Context: an optimization exercise on an open-source flow, tuned for small area, a short achievable clock period and few clock cycles. The choices shown serve that exercise and are no tape-out recipe. At most, simulation tests tie the RTL to the original design; equivalence was not proved. Power is estimated from default activity; no workload was simulated.

Setup of main:
// tm_core
module tm_core (
    input  wire        clk,
    input  wire        rst,           
    input  wire [15:0] img_len,       
    output wire        mem_req,
    output wire        mem_we,
    output wire [15:0] mem_addr,
    output wire [15:0] mem_wdata,
    input  wire        mem_gnt,
    input  wire        mem_rvalid,
    input  wire [15:0] mem_rdata,
    output wire [1:0]  status,        
    output wire [2:0]  fault_kind,
    output wire        fault_write,
    output wire [15:0] fault_addr,
    output wire [15:0] ip_o,
    output wire [15:0] len_o
);
Size in the first run: about 2400 cells after synthesis, ~20000 µm² of cells after synthesis.
==> flow/config.mk <==
export PLATFORM = sky130hd
export DESIGN_NAME = tm_core
export DESIGN_NICKNAME = tm_core
export VERILOG_FILES = /design/flow/design.v
export SDC_FILE = /design/flow/constraint.sdc
export NUM_CORES = 4
export LEC_CHECK = 0
export CAP_MARGIN = 20
export CORE_MARGIN = 2
export CORE_UTILIZATION = 40
export PLACE_DENSITY = 0.6
export SLEW_MARGIN = 20
==> flow/constraint.sdc <==
create_clock -name core_clock -period 30.0 [get_ports {clk}]
set_input_delay 6.0000 -clock core_clock [delete_from_list [all_inputs] [get_ports {clk}]]
set_output_delay 6.0000 -clock core_clock [all_outputs]
set_load 0.01 [all_outputs]
standard.sh (not shown) runs the stock make flow with config.mk's settings and CLKGATE_MAP_FILE= SYNTH_SCRIPT=/design/flow/synth_recipe.tcl, a recipe that flattens the netlist after the stock synthesis.
==> flow/flow/run.sh <==
#!/bin/bash
set -euo pipefail
bash standard.sh SETUP_SLACK_MARGIN=22.7 "BUFFER_PORTS_ARGS=-buffer_cell sky130_fd_sc_hd__buf_4" finish > layout.log 2>&1
Testbench counts of main, summed over its fixed seeds: cycles 672,363.
The inputs of the feature branch differ from those of main as listed below.
--- a/flow/design.v
+++ b/flow/design.v
@@ -238,27 +238,30 @@
     wire [15:0] res    = r_add ? alu[15:0] : r_fx ? (drs ? alu[15:0] : a) : md_res;
     wire        w_go   = (res_c | (run & (xs == X_WR))) & bfree;
     wire br_done = run & isB & a_done & b_done & tv;
     wire go_done = run & (op == 4'd12) & f1c;
     wire ig_done = run & (op == 4'd13) & a_done;
     reg  al_c, al_v;                  
     wire al_done = run & (op == 4'd14) & al_v & ~al_c;
     wire nop_done= run & (op == 4'd0);
-    wire adv5  = (run & (xs == X_WD)) | (br_done & ~taken);
+    wire ngo   = (opn == 4'd12) & opnv & ~opnb & f1nc & ~h1 & (dls_r >= 4'd7) &
+                 ~((xs == X_WD) & (pn != 2'd0) & (t == ipw));
+    wire adv_r = (run & (xs == X_WD)) | (br_done & ~taken);
+    wire adv5  = adv_r & ~ngo;
     wire [11:0] ip_hi1 = ip[15:4] + 12'd1;
     wire [4:0]  ipw_lo = {1'b0, ip[3:0]} + {2'b00, w};
     wire [15:0] ipw    = {ipw_lo[4] ? ip_hi1 : ip[15:4], ipw_lo[3:0]};
     reg        redir;
     reg [15:0] tgt;
     always @(*) begin
         redir = ~halt_now;
         tgt   = t;
         if (br_done & taken)   tgt = t;
-        else if (go_done)      tgt = f1;
+        else if (go_done | (adv_r & ngo)) tgt = f1;
         else if (ig_done)      tgt = a;
         else if (al_done | nop_done) tgt = ipw;
         else                   redir = 1'b0;
     end
     wire kill = redir | halt_now;
     wire [4:0] c_need = ~opvc                     ? 5'b11111 :
                         (opbad | (w == 3'd1))     ? 5'b00001 :
                         (w == 3'd2)               ? 5'b00011 : 5'b11111;
==> run summary <==
Changes observed in the feature branch relative to main: synthesized cell count increased by 8.8% relative to the old numbers; register-to-register slack decreased by 70 ps relative to the old numbers; final routed wirelength across all metal layers increased by about 14% relative to the old numbers; worst setup slack decreased by 64 ps relative to the old numbers; worst supply voltage drop on vdd decreased by 8.7% relative to the old numbers.
Against main, the feature branch reports a area overhead of the layout relative to synthesis that is lower.
The feature branch | stages: all done | timing, DRC, antenna: all pass
Testbench counts of the feature branch, summed over its fixed seeds: cycles 663,258.

---

tm_core with an RTL version that a note above also has.
Size: ~2,600 cells after synthesis, roughly 200 flip-flops, about 120 I/O pins, roughly 21,000 um2 of cells after synthesis.
Design tm_core, start of the top module:
module tm_core (
    input  wire        clk,
    input  wire        rst,           
    input  wire [15:0] img_len,       
    output wire        mem_req,
    output wire        mem_we,
    output wire [15:0] mem_addr,
    output wire [15:0] mem_wdata,
    input  wire        mem_gnt,
    input  wire        mem_rvalid,
    input  wire [15:0] mem_rdata,
    output wire [1:0]  status,        
    output wire [2:0]  fault_kind,
    output wire        fault_write,
    output wire [15:0] fault_addr,
    output wire [15:0] ip_o,
    output wire [15:0] len_o
);
    localparam [2:0] F_TRUNC  = 3'd1,
                     F_INVOP  = 3'd2,
                     F_ACCESS = 3'd3,
                     F_DIVZ   = 3'd4,
                     F_MEMEX  = 3'd5,
                     F_ABNORM = 3'd6;
    localparam [2:0] K_OA = 3'd5,
                     K_OB = 3'd6,
                     K_X  = 3'd7;
    localparam [1:0] O_NONE = 2'd0,    
                     O_RAW  = 2'd1,    
                     O_RD   = 2'd2,    
                     O_VAL  = 2'd3;    
    localparam [2:0] X_RUN = 3'd0,     
                     X_MD  = 3'd1,     
                     X_WR  = 3'd2,     
                     X_WD  = 3'd3,     
                     X_FIX = 3'd4;     
    function [16:0] rca;               
        input [15:0] x;
        input [15:0] y;
        input        ci;
        reg   [16:0] c;
        integer      i;
        begin
            c[0] = ci;
  ...
export LEC_CHECK = 0
export CAP_MARGIN = 20
export CORE_MARGIN = 2
export CORE_UTILIZATION = 40
export PLACE_DENSITY = 0.6
export SLEW_MARGIN = 20
create_clock -name core_clock -period 30.0 [get_ports {clk}]
==> flow/flow/run.sh <==
#!/bin/bash
# Standard ORFS layout, with timing repair aiming well below the clock period
# (the constraints are the design's; only repair_timing's setup margin changes).
set -euo pipefail
bash standard.sh SETUP_SLACK_MARGIN=22 finish > layout.log 2>&1
The first run produced a clean layout.
Testbench counts at the start, summed over its fixed seeds: cycles 663,258.
Then changed:
--- a/flow/design.v
+++ b/flow/design.v
@@ -122,20 +122,20 @@
     wire isA  = (op >= 4'd1) && (op <= 4'd5);
     wire isB  = (op >= 4'd6) && (op <= 4'd11);
     wire is5  = isA | isB;
     wire isP  = (op == 4'd13) | (op == 4'd14);        
     wire [2:0] w = (op == 4'd0 || op == 4'd15) ? 3'd1 : (op >= 4'd12) ? 3'd2 : 3'd5;
     wire [16:0] dl    = rca(len, ~ip, 1'b1);          
     wire        abn   = chkv & abn_r;
     wire        trunc = chkv & ({1'b0, dls_r} < {2'b00, w});
     wire        ok    = opvc & chkv & ~abn_r & ~opbad & ~trunc;
-    wire [15:0] chk_x = (as == O_RAW) ? a : (bs == O_RAW) ? b : t;
-    wire        x_bad = geq(chk_x, len);
+    wire a_bad = geq(a, len);
+    wire b_bad = geq(b, len);
     reg  t_bad, tvr;                  
     wire a_done = (as == O_VAL);
     wire b_done = (bs == O_VAL);
     wire afault = (as == O_RD) & abad;
     wire a_res  = ((as == O_RD) & ~abad) | a_done;
     wire bfault = (bs == O_RD) & bbad & a_res;
     wire        sub   = (op != 4'd1) & (op != 4'd14) & (xs != X_FIX);
     wire [15:0] alu_y = (op == 4'd14) ? len : b;
     wire [15:0] alu_q = alu_y ^ {16{sub}};
@@ -356,22 +356,22 @@
             as     <= O_NONE;
             bs     <= O_NONE;
             abad   <= 1'b0;
             bbad   <= 1'b0;
             tv     <= 1'b0;
             xs     <= X_RUN;
             chkv   <= 1'b0;
         end else begin
             chkv <= ~kill;
-            t_bad <= x_bad;
+            t_bad <= geq(t, len);
             al_c  <= alu[16];
             al_v  <= a_done & ~kill & ~adv5;
-            tvr   <= tv & ~kill & ~adv5 & (as != O_RAW) & (bs != O_RAW);
+            tvr   <= tv & ~kill & ~adv5;
             begin : tq
                 reg [3:0] q [0:2];
                 reg [1:0] c;
                 q[0] = drop(q0, kill);
                 q[1] = drop(q1, kill);
                 q[2] = drop(q2, kill);
                 c = cnt;
                 if (rv) begin
                     q[0] = q[1]; q[1] = q[2];
@@ -473,20 +473,20 @@
                     if (pn != 2'd0 && t == ipw) begin
                         if (cs) opr0 <= acc[3:0]; else opr1 <= acc[3:0];
                         opb[~cs] <= (acc[15:4] != 12'd0);
                         ov[~cs] = 1'b1;
                     end
                     if (h1 && pn == 2'd2) begin
                         f1 <= acc; fv[~cs] = 1'b1;
                     end
                 end
-                if (!kill && !adv5 && as == O_RAW) ba = x_bad;
-                if (!kill && !adv5 && as != O_RAW && bs == O_RAW) bb = x_bad;
+                if (!kill && !adv5 && as == O_RAW) ba = a_bad;
+                if (!kill && !adv5 && bs == O_RAW) bb = b_bad;
                 if (!kill && !adv5 && req_r && !we_r && kind_r[3] != cs && kind_r[2:0] == 3'd1)
                     k1 = (t == addr_r) & isA;
                 if (rd_go) begin
                     if (kill || adv5) begin
                         m = m | (5'd1 << r_kind[2:0]);
                     end else if (r_kind[2:0] == K_OA) begin
                         sa = O_RD;
                     end else if (r_kind[2:0] == K_OB) begin
                         sb = O_RD;
The new run completed without violations.
Wire length increases by 6.1%.
Synthesized area increases by 1.2%.
Hold slack loses 0.032 ns.
Design area increases by 1.5%.
Total power increases by 6.5%.
Via count increases by 3.8%.
Clock power increases by 10%.
Combinational power increases by 7.5%.
Cell count stays flat.
Function not checked in the second run of this note: the RTL went through the layout flow alone.

==> re-timing with driven ports <==
The flow's constraints put no driver on any port. The routed layouts listed below were extracted and timed again, unchanged, in two steps. Step 1 (the two cells are an assumption about what drives the block):
set clk [get_ports {clk}]
set_driving_cell -lib_cell sky130_fd_sc_hd__clkbuf_16 $clk
set_driving_cell -lib_cell sky130_fd_sc_hd__buf_2 [delete_from_list [all_inputs] $clk]
Step 2 times the ports against the registers' clock, not the clock port: input delays grow and output delays shrink by t, the midpoint of the rising clock arrivals with the driver on. Three values: ideal ports, drivers, drivers and shift; two values: the first two.
run	shift t [ns]	slack for setup (ns)	hold WS [ns]	worst setup path after step 2
main	0.619	22.689 / 22.632 / 22.190	0.469 / 0.469 / 0.469	input to register
the feature branch	0.629	22.625 / 22.561 / 22.126	0.455 / 0.455 / 0.455	input to register
the first run of note 2	0.607	22.018 / 21.962 / 21.525	0.484 / 0.484 / 0.484	input to register
the second run of note 2	0.642	22.011 / 21.949 / 21.496	0.452 / 0.452 / 0.452	input to register
After both steps every run listed still meets setup and hold. The setup slack of the second run of note 2, which loses most, moves by -0.062 ns with the drivers and by -0.515 ns with both steps.
